This design comes from an exercise in tuning for small area and a short achievable clock period on the open sky130 flow, not from production work. At most, simulation tests tie the RTL to the original design; equivalence was not proved. Power and IR drop assume default switching activity.

==> 12-11 <==
==> flow/design.v <==
module fx2_core (
    input  wire        clk,
    input  wire        rst,
    input  wire        d_req,
    input  wire        d_we,
    input  wire [15:0] d_adr,
    input  wire [7:0]  d_dat_w,
    output wire [7:0]  d_dat_r,
    output wire        d_ack,
    output wire        d_err,
    input  wire        i_req,
    input  wire [15:0] i_adr,
    output wire [31:0] i_dat_r,
    output wire        i_ack,
    output wire        i_err
);
    localparam integer ROWS = 64;
    wire [15:0] bus_adr = d_req ? d_adr : i_adr;
    wire        acc_d   = d_req;
    wire        acc_i   = !d_req && i_req;
    wire        wr      = acc_d && d_we;
    wire        sel_main = (bus_adr[15:8] == 8'h00);
    wire        sel_bank = (bus_adr[15:8] == 8'hE6);
    wire        is_e600  = sel_bank && (bus_adr[7:0] == 8'h00);
    wire        is_tog   = sel_bank && (bus_adr[7:0] == 8'h83);
    wire        wr_main   = wr && sel_main;
    wire        wr_e600   = wr && is_e600;
    wire        wr_togctl = wr && is_tog;
    wire [5:0]  word_adr  = bus_adr[7:2];
    wire [1:0]  byte_lane = bus_adr[1:0];
    wire [ROWS-1:0] row_dec;
    genvar r, j;
    generate
        for (r = 0; r < ROWS; r = r + 1) begin : g_dec
            assign row_dec[r] = (word_adr == r);
        end
    endgenerate
    wire [3:0] lane_dec = 4'b0001 << byte_lane;
    wire [7:0] wdata = rst ? 8'h00 : d_dat_w;
    wire [7:0] bank_val [0:3];
    generate
        for (j = 0; j < 4; j = j + 1) begin : g_bank
            wire c = (byte_lane > j);
            wire [ROWS-1:0] rsel;
            wire [7:0] terms [0:ROWS-1];
            for (r = 0; r < ROWS; r = r + 1) begin : g_row
                wire we = rst | (wr_main & lane_dec[j] & row_dec[r]);
                reg [7:0] mem;
                always @(posedge clk)
                    if (we)
                        mem <= wdata;
                if (r == 0)
                    assign rsel[r] = !c && row_dec[r];
                else
                    assign rsel[r] = c ? row_dec[r-1] : row_dec[r];
                assign terms[r] = {8{rsel[r]}} & mem;
            end
            reg [7:0] acc;
            integer k;
            always @* begin
                acc = 8'h00;
                for (k = 0; k < ROWS; k = k + 1)
                    acc = acc | terms[k];
            end
            assign bank_val[j] = acc;
        end
    endgenerate
    reg [31:0] ram_val;
    always @* begin
        case (byte_lane)
            2'd0: ram_val = {bank_val[3], bank_val[2], bank_val[1], bank_val[0]};
            2'd1: ram_val = {bank_val[0], bank_val[3], bank_val[2], bank_val[1]};
            2'd2: ram_val = {bank_val[1], bank_val[0], bank_val[3], bank_val[2]};
            default: ram_val = {bank_val[2], bank_val[1], bank_val[0], bank_val[3]};
        endcase
    end
    reg [7:0] csr_e600;      
    reg       tog_set;       
    reg       tog_rst;       
    reg       tog_dir;       
    reg [3:0] tog_ep;        
    reg [6:0] tog;           
    reg       sel_ok;
    reg [2:0] sel_idx;
    always @* begin
        sel_ok  = 1'b1;
        sel_idx = 3'd0;
        case (tog_ep)
            4'd0: sel_idx = 3'd0;
            4'd1: sel_idx = tog_dir ? 3'd2 : 3'd1;
            4'd2: sel_idx = 3'd3;
            4'd4: sel_idx = 3'd4;
            4'd6: sel_idx = 3'd5;
            4'd8: sel_idx = 3'd6;
            default: sel_ok = 1'b0;
        endcase
    end
    wire tog_q = sel_ok && tog[sel_idx];
    always @(posedge clk) begin
        if (rst) begin
            csr_e600 <= 8'h00;
            tog_set  <= 1'b0;
            tog_rst  <= 1'b0;
            tog_dir  <= 1'b0;
            tog_ep   <= 4'h0;
            tog      <= 7'h00;
        end else begin
            if (wr_e600)
                csr_e600 <= d_dat_w;
            tog_set <= wr_togctl ? d_dat_w[6] : 1'b0;
            tog_rst <= wr_togctl ? d_dat_w[5] : 1'b0;
            if (wr_togctl) begin
                tog_dir <= d_dat_w[4];
                tog_ep  <= d_dat_w[3:0];
            end
            if (sel_ok && tog_set)
                tog[sel_idx] <= 1'b1;
            else if (sel_ok && tog_rst)
                tog[sel_idx] <= 1'b0;
        end
    end
    wire [7:0] csr_val = ({8{is_e600}} & csr_e600) |
                         ({8{is_tog}}  & {tog_q, tog_set, tog_rst, tog_dir, tog_ep});
    wire [31:0] read_val = ({32{sel_main}} & ram_val) | {24'h0, csr_val};
    reg [31:0] resp;
    reg        ack_d;
    reg        ack_i;
    always @(posedge clk) begin
        if (rst) begin
            resp  <= 32'h0;
            ack_d <= 1'b0;
            ack_i <= 1'b0;
        end else begin
            resp  <= read_val;
            ack_d <= acc_d;
            ack_i <= acc_i;
        end
    end
    assign d_dat_r = resp[7:0];
    assign i_dat_r = resp;
    assign d_ack   = ack_d;
    assign i_ack   = ack_i;
    assign d_err   = 1'b0;
    assign i_err   = 1'b0;
endmodule
==> flow/run.sh <==
#!/bin/bash
# synth_recipe.tcl (not shown) runs the flow's synth.tcl, then flattens the netlist and writes it again
# the make line also repeats each setting of config.mk as NAME=value (left out here)
make -C /OpenROAD-flow-scripts/flow DESIGN_CONFIG=/design/flow/config.mk WORK_HOME=/design/flow/orfs CLKGATE_MAP_FILE= SYNTH_SCRIPT=/design/flow/synth_recipe.tcl finish
==> flow/config.mk <==
export PLATFORM = sky130hd
export DESIGN_NAME = fx2_core
export DESIGN_NICKNAME = fx2_core
export VERILOG_FILES = /design/flow/design.v
export SDC_FILE = /design/flow/constraint.sdc
export NUM_CORES = 4
export LEC_CHECK = 0
export CAP_MARGIN = 20
export CORE_MARGIN = 2
export CORE_UTILIZATION = 22
export CTS_BUF_LIST = sky130_fd_sc_hd__clkbuf_4 sky130_fd_sc_hd__clkbuf_8
export PLACE_DENSITY = 0.28
export SETUP_SLACK_MARGIN = 5
export SLEW_MARGIN = 20
==> flow/constraint.sdc <==
create_clock -name core_clock -period 10.0 [get_ports {clk}]
set_input_delay 2.0000 -clock core_clock [delete_from_list [all_inputs] [get_ports {clk}]]
set_output_delay 2.0000 -clock core_clock [all_outputs]
set_load 0.01 [all_outputs]
==> 04-15: changes against 12-11 <==
--- a/flow/design.v
+++ b/flow/design.v
@@ -25,5 +25,6 @@
     wire        is_tog   = sel_bank && (bus_adr[7:0] == 8'h83);
-    wire        wr_main   = wr && sel_main;
-    wire        wr_e600   = wr && is_e600;
-    wire        wr_togctl = wr && is_tog;
+    wire        wr_bank   = wr && (d_adr[15:8] == 8'hE6);
+    wire        wr_main   = wr && (d_adr[15:8] == 8'h00);
+    wire        wr_e600   = wr_bank && (d_adr[7:0] == 8'h00);
+    wire        wr_togctl = wr_bank && (d_adr[7:0] == 8'h83);
     wire [5:0]  word_adr  = bus_adr[7:2];
@@ -37,3 +38,9 @@
     endgenerate
-    wire [3:0] lane_dec = 4'b0001 << byte_lane;
+    wire [ROWS-1:0] wrow;
+    generate
+        for (r = 0; r < ROWS; r = r + 1) begin : g_wdec
+            assign wrow[r] = rst | (d_adr[7:2] == r);
+        end
+    endgenerate
+    wire [3:0] wlane = {4{rst}} | ({4{wr_main}} & (4'b0001 << d_adr[1:0]));
     wire [7:0] wdata = rst ? 8'h00 : d_dat_w;
@@ -46,3 +53,3 @@
             for (r = 0; r < ROWS; r = r + 1) begin : g_row
-                wire we = rst | (wr_main & lane_dec[j] & row_dec[r]);
+                wire we = wlane[j] & wrow[r];
                 reg [7:0] mem;
--- a/flow/config.mk
+++ b/flow/config.mk
@@ -9,5 +9,7 @@
 export CORE_MARGIN = 2
-export CORE_UTILIZATION = 22
-export CTS_BUF_LIST = sky130_fd_sc_hd__clkbuf_4 sky130_fd_sc_hd__clkbuf_8
-export PLACE_DENSITY = 0.28
+export CORE_UTILIZATION = 50
+export CTS_BUF_LIST = sky130_fd_sc_hd__clkbuf_8 sky130_fd_sc_hd__clkbuf_16
+export CTS_CLUSTER_DIAMETER = 60
+export CTS_CLUSTER_SIZE = 24
+export PLACE_DENSITY = 0.62
 export SETUP_SLACK_MARGIN = 5
==> 07-27: changes against 12-11 <==
--- a/flow/design.v
+++ b/flow/design.v
@@ -25,15 +25,18 @@
     wire        is_tog   = sel_bank && (bus_adr[7:0] == 8'h83);
-    wire        wr_main   = wr && sel_main;
-    wire        wr_e600   = wr && is_e600;
-    wire        wr_togctl = wr && is_tog;
+    wire        wr_bank   = wr && (d_adr[15:8] == 8'hE6);
+    wire        wr_main   = wr && (d_adr[15:8] == 8'h00);
+    wire        wr_e600   = wr_bank && (d_adr[7:0] == 8'h00);
+    wire        wr_togctl = wr_bank && (d_adr[7:0] == 8'h83);
     wire [5:0]  word_adr  = bus_adr[7:2];
     wire [1:0]  byte_lane = bus_adr[1:0];
-    wire [ROWS-1:0] row_dec;
-    genvar r, j;
+    wire [7:0] pre_lo = 8'b1 << word_adr[2:0];
+    wire [7:0] pre_hi = 8'b1 << word_adr[5:3];
+    genvar r, j, h;
+    wire [ROWS-1:0] wrow;
     generate
-        for (r = 0; r < ROWS; r = r + 1) begin : g_dec
-            assign row_dec[r] = (word_adr == r);
+        for (r = 0; r < ROWS; r = r + 1) begin : g_wdec
+            assign wrow[r] = rst | (d_adr[7:2] == r);
         end
     endgenerate
-    wire [3:0] lane_dec = 4'b0001 << byte_lane;
+    wire [3:0] wlane = {4{rst}} | ({4{wr_main}} & (4'b0001 << d_adr[1:0]));
     wire [7:0] wdata = rst ? 8'h00 : d_dat_w;
@@ -42,7 +45,9 @@
         for (j = 0; j < 4; j = j + 1) begin : g_bank
-            wire c = (byte_lane > j);
-            wire [ROWS-1:0] rsel;
-            wire [7:0] terms [0:ROWS-1];
+            wire c  = (byte_lane > j);
+            wire cy = c & pre_lo[7];
+            wire [7:0] rlo = c  ? {pre_lo[6:0], pre_lo[7]} : pre_lo;
+            wire [7:0] rhi = cy ? {pre_hi[6:0], 1'b0}      : pre_hi;
+            wire [7:0] grp [0:7];
             for (r = 0; r < ROWS; r = r + 1) begin : g_row
-                wire we = rst | (wr_main & lane_dec[j] & row_dec[r]);
+                wire we = wlane[j] & wrow[r];
                 reg [7:0] mem;
@@ -51,16 +56,17 @@
                         mem <= wdata;
-                if (r == 0)
-                    assign rsel[r] = !c && row_dec[r];
-                else
-                    assign rsel[r] = c ? row_dec[r-1] : row_dec[r];
-                assign terms[r] = {8{rsel[r]}} & mem;
             end
-            reg [7:0] acc;
-            integer k;
-            always @* begin
-                acc = 8'h00;
-                for (k = 0; k < ROWS; k = k + 1)
-                    acc = acc | terms[k];
+            for (h = 0; h < 8; h = h + 1) begin : g_grp
+                assign grp[h] = ({8{rlo[0]}} & g_row[8*h+0].mem) |
+                                ({8{rlo[1]}} & g_row[8*h+1].mem) |
+                                ({8{rlo[2]}} & g_row[8*h+2].mem) |
+                                ({8{rlo[3]}} & g_row[8*h+3].mem) |
+                                ({8{rlo[4]}} & g_row[8*h+4].mem) |
+                                ({8{rlo[5]}} & g_row[8*h+5].mem) |
+                                ({8{rlo[6]}} & g_row[8*h+6].mem) |
+                                ({8{rlo[7]}} & g_row[8*h+7].mem);
             end
-            assign bank_val[j] = acc;
+            assign bank_val[j] = ({8{rhi[0]}} & grp[0]) | ({8{rhi[1]}} & grp[1]) |
+                                 ({8{rhi[2]}} & grp[2]) | ({8{rhi[3]}} & grp[3]) |
+                                 ({8{rhi[4]}} & grp[4]) | ({8{rhi[5]}} & grp[5]) |
+                                 ({8{rhi[6]}} & grp[6]) | ({8{rhi[7]}} & grp[7]);
         end
==> flow/flow/run.sh (new file) <==
#!/bin/bash
set -euo pipefail
cd "$(dirname "$0")/.."
bash standard.sh SETUP_SLACK_MARGIN=6.5 finish > flow_standard.log 2>&1
==> flow/standard.sh (new file) <==
#!/bin/bash
# synth_recipe.tcl (not shown) runs the flow's synth.tcl, then flattens the netlist and writes it again
# the make line also repeats each setting of config.mk as NAME=value (left out here)
make -C /OpenROAD-flow-scripts/flow DESIGN_CONFIG=/design/flow/config.mk WORK_HOME=/design/flow/orfs CLKGATE_MAP_FILE= SYNTH_SCRIPT=/design/flow/synth_recipe.tcl "${@:-finish}"
--- a/flow/config.mk
+++ b/flow/config.mk
@@ -9,6 +9,8 @@
 export CORE_MARGIN = 2
-export CORE_UTILIZATION = 22
-export CTS_BUF_LIST = sky130_fd_sc_hd__clkbuf_4 sky130_fd_sc_hd__clkbuf_8
-export PLACE_DENSITY = 0.28
-export SETUP_SLACK_MARGIN = 5
+export CORE_UTILIZATION = 45
+export CTS_BUF_LIST = sky130_fd_sc_hd__clkbuf_8 sky130_fd_sc_hd__clkbuf_16
+export CTS_CLUSTER_DIAMETER = 60
+export CTS_CLUSTER_SIZE = 24
+export PLACE_DENSITY = 0.56
 export SLEW_MARGIN = 20
+export TNS_END_PERCENT = 1
removed: flow/run.sh
==> 06-23: changes against 12-11 <==
--- a/flow/design.v
+++ b/flow/design.v
@@ -25,15 +25,18 @@
     wire        is_tog   = sel_bank && (bus_adr[7:0] == 8'h83);
-    wire        wr_main   = wr && sel_main;
-    wire        wr_e600   = wr && is_e600;
-    wire        wr_togctl = wr && is_tog;
+    wire        wr_bank   = wr && (d_adr[15:8] == 8'hE6);
+    wire        wr_main   = wr && (d_adr[15:8] == 8'h00);
+    wire        wr_e600   = wr_bank && (d_adr[7:0] == 8'h00);
+    wire        wr_togctl = wr_bank && (d_adr[7:0] == 8'h83);
     wire [5:0]  word_adr  = bus_adr[7:2];
     wire [1:0]  byte_lane = bus_adr[1:0];
-    wire [ROWS-1:0] row_dec;
-    genvar r, j;
+    wire [7:0] pre_lo = 8'b1 << word_adr[2:0];
+    wire [7:0] pre_hi = 8'b1 << word_adr[5:3];
+    genvar r, j, h;
+    wire [ROWS-1:0] wrow;
     generate
-        for (r = 0; r < ROWS; r = r + 1) begin : g_dec
-            assign row_dec[r] = (word_adr == r);
+        for (r = 0; r < ROWS; r = r + 1) begin : g_wdec
+            assign wrow[r] = rst | (d_adr[7:2] == r);
         end
     endgenerate
-    wire [3:0] lane_dec = 4'b0001 << byte_lane;
+    wire [3:0] wlane = {4{rst}} | ({4{wr_main}} & (4'b0001 << d_adr[1:0]));
     wire [7:0] wdata = rst ? 8'h00 : d_dat_w;
@@ -42,7 +45,9 @@
         for (j = 0; j < 4; j = j + 1) begin : g_bank
-            wire c = (byte_lane > j);
-            wire [ROWS-1:0] rsel;
-            wire [7:0] terms [0:ROWS-1];
+            wire c  = (byte_lane > j);
+            wire cy = c & pre_lo[7];
+            wire [7:0] rlo = c  ? {pre_lo[6:0], pre_lo[7]} : pre_lo;
+            wire [7:0] rhi = cy ? {pre_hi[6:0], 1'b0}      : pre_hi;
+            wire [7:0] grp [0:7];
             for (r = 0; r < ROWS; r = r + 1) begin : g_row
-                wire we = rst | (wr_main & lane_dec[j] & row_dec[r]);
+                wire we = wlane[j] & wrow[r];
                 reg [7:0] mem;
@@ -51,16 +56,17 @@
                         mem <= wdata;
-                if (r == 0)
-                    assign rsel[r] = !c && row_dec[r];
-                else
-                    assign rsel[r] = c ? row_dec[r-1] : row_dec[r];
-                assign terms[r] = {8{rsel[r]}} & mem;
             end
-            reg [7:0] acc;
-            integer k;
-            always @* begin
-                acc = 8'h00;
-                for (k = 0; k < ROWS; k = k + 1)
-                    acc = acc | terms[k];
+            for (h = 0; h < 8; h = h + 1) begin : g_grp
+                assign grp[h] = ({8{rlo[0]}} & g_row[8*h+0].mem) |
+                                ({8{rlo[1]}} & g_row[8*h+1].mem) |
+                                ({8{rlo[2]}} & g_row[8*h+2].mem) |
+                                ({8{rlo[3]}} & g_row[8*h+3].mem) |
+                                ({8{rlo[4]}} & g_row[8*h+4].mem) |
+                                ({8{rlo[5]}} & g_row[8*h+5].mem) |
+                                ({8{rlo[6]}} & g_row[8*h+6].mem) |
+                                ({8{rlo[7]}} & g_row[8*h+7].mem);
             end
-            assign bank_val[j] = acc;
+            assign bank_val[j] = ({8{rhi[0]}} & grp[0]) | ({8{rhi[1]}} & grp[1]) |
+                                 ({8{rhi[2]}} & grp[2]) | ({8{rhi[3]}} & grp[3]) |
+                                 ({8{rhi[4]}} & grp[4]) | ({8{rhi[5]}} & grp[5]) |
+                                 ({8{rhi[6]}} & grp[6]) | ({8{rhi[7]}} & grp[7]);
         end
==> flow/flow/run.sh (new file) <==
#!/bin/bash
set -euo pipefail
cd "$(dirname "$0")/.."
bash standard.sh SETUP_SLACK_MARGIN=6.5 finish > flow_standard.log 2>&1
==> flow/standard.sh (new file) <==
#!/bin/bash
# synth_recipe.tcl (not shown) runs the flow's synth.tcl, then flattens the netlist and writes it again
# the make line also repeats each setting of config.mk as NAME=value (left out here)
make -C /OpenROAD-flow-scripts/flow DESIGN_CONFIG=/design/flow/config.mk WORK_HOME=/design/flow/orfs CLKGATE_MAP_FILE= SYNTH_SCRIPT=/design/flow/synth_recipe.tcl "${@:-finish}"
==> flow/config.mk (replaced) <==
export PLATFORM = sky130hd
export DESIGN_NAME = fx2_core
export DESIGN_NICKNAME = fx2_core
export VERILOG_FILES = /design/flow/design.v
export SDC_FILE = /design/flow/constraint.sdc
export NUM_CORES = 4
export LEC_CHECK = 0
export CAP_MARGIN = 10
export CORE_MARGIN = 2
export CORE_UTILIZATION = 45
export CTS_BUF_LIST = sky130_fd_sc_hd__clkbuf_8
export CTS_CLUSTER_DIAMETER = 50
export CTS_CLUSTER_SIZE = 16
export PLACE_DENSITY = 0.56
export SLEW_MARGIN = 10
export TNS_END_PERCENT = 1
removed: flow/run.sh
==> qor summary <==
| metric | 06-23 | 07-27 | 04-15 | 12-11 |
|---|---|---|---|---|
| Run status | failed layout checks | timing/DRC/antenna clean | timing/DRC/antenna clean | timing/DRC/antenna clean |
| Violated checks | capacitance limit | - | - | - |
| Multi-input combinational area share | 0.214 | 0.209 | 0.192 | 0.193 |
| Sum of buffers and inverters on the critical path | 4 | 6 | 4 | 2 |
| Setup slack after placement | 2.76 ns | 2.81 ns | 2.85 ns | 1.71 ns |
| End point of the critical path | resp[6] | resp[9] | resp[3] | resp[3] |
| Leakage power | 0.0298 uW | 0.0301 uW | 0.0276 uW | 0.0331 uW |
| Combined area of all synthesized cells | 81,600 um^2 | 81,600 um^2 | 80,400 um^2 | 82,400 um^2 |
| Buffers inserted by post-CTS timing repair | 158 | 160 | 23 | 97 |
| Number of different library cells in the post-synthesis netlist | 95 | 95 | 94 | 100 |
| Area share of the largest cell type after synthesis | 0.754 | 0.754 | 0.764 | 0.747 |
| Global routing met1 resource utilization | 0.426 | 0.422 | 0.519 | 0.329 |
| Post-route met1 wirelength | 113,000 um | 112,000 um | 113,000 um | 207,000 um |
| Final HPWL DP | 167,000 um | 167,000 um | 191,000 um | 306,000 um |
| Slowest cell delay on critical path | 0.61 ns | 0.52 ns | 0.53 ns | 1.15 ns |
| Count of fill cells added during filler insertion | 14.5k | 14.5k | 12.3k | 37.8k |
| Fraction of the core area covered by cells at the end of the flow | 0.529 | 0.531 | 0.571 | 0.271 |
| First-pass GRT wire length | 405,000 um | 400,000 um | 413,000 um | 599,000 um |
| Multiplexer share of the synthesized area | 0.0188 | 0.0188 | 0.00630 | 0.00822 |
For 12-11, only the layout was checked, not whether the RTL still works.

==> afterwards: timing with drivers on the ports <==
How much do the figures lean on ideal ports? The routed layouts below were timed once more, with nothing changed but the port constraints.
Step 1: set_driving_cell puts a clkbuf_16 on clk and a buf_2 on each other input, an assumption about the parent block.
Step 2 adds t to the input delays and takes it off the output delays; t is the mean of the earliest and latest rising clock arrival at the registers after step 1. Input paths then give back, and output paths get back, about the clock's delay inside the block.
Slacks: ideal / step 1 / step 2; pairs: ideal / step 1.
run	shift t [ns]	setup slack, ns	worst data-port slew with drivers (ns)
12-11	1.209	4.693 / 4.564 / 3.355	0.25
04-15	0.902	4.918 / 4.888 / 3.986	0.19
07-27	0.901	5.405 / 5.370 / 4.469	0.16
06-23	1.075	5.641 / 5.592 / 4.517	0.15
The setup slack of 12-11, which loses most, moves by -0.129 ns with the drivers and by -1.338 ns with both steps.
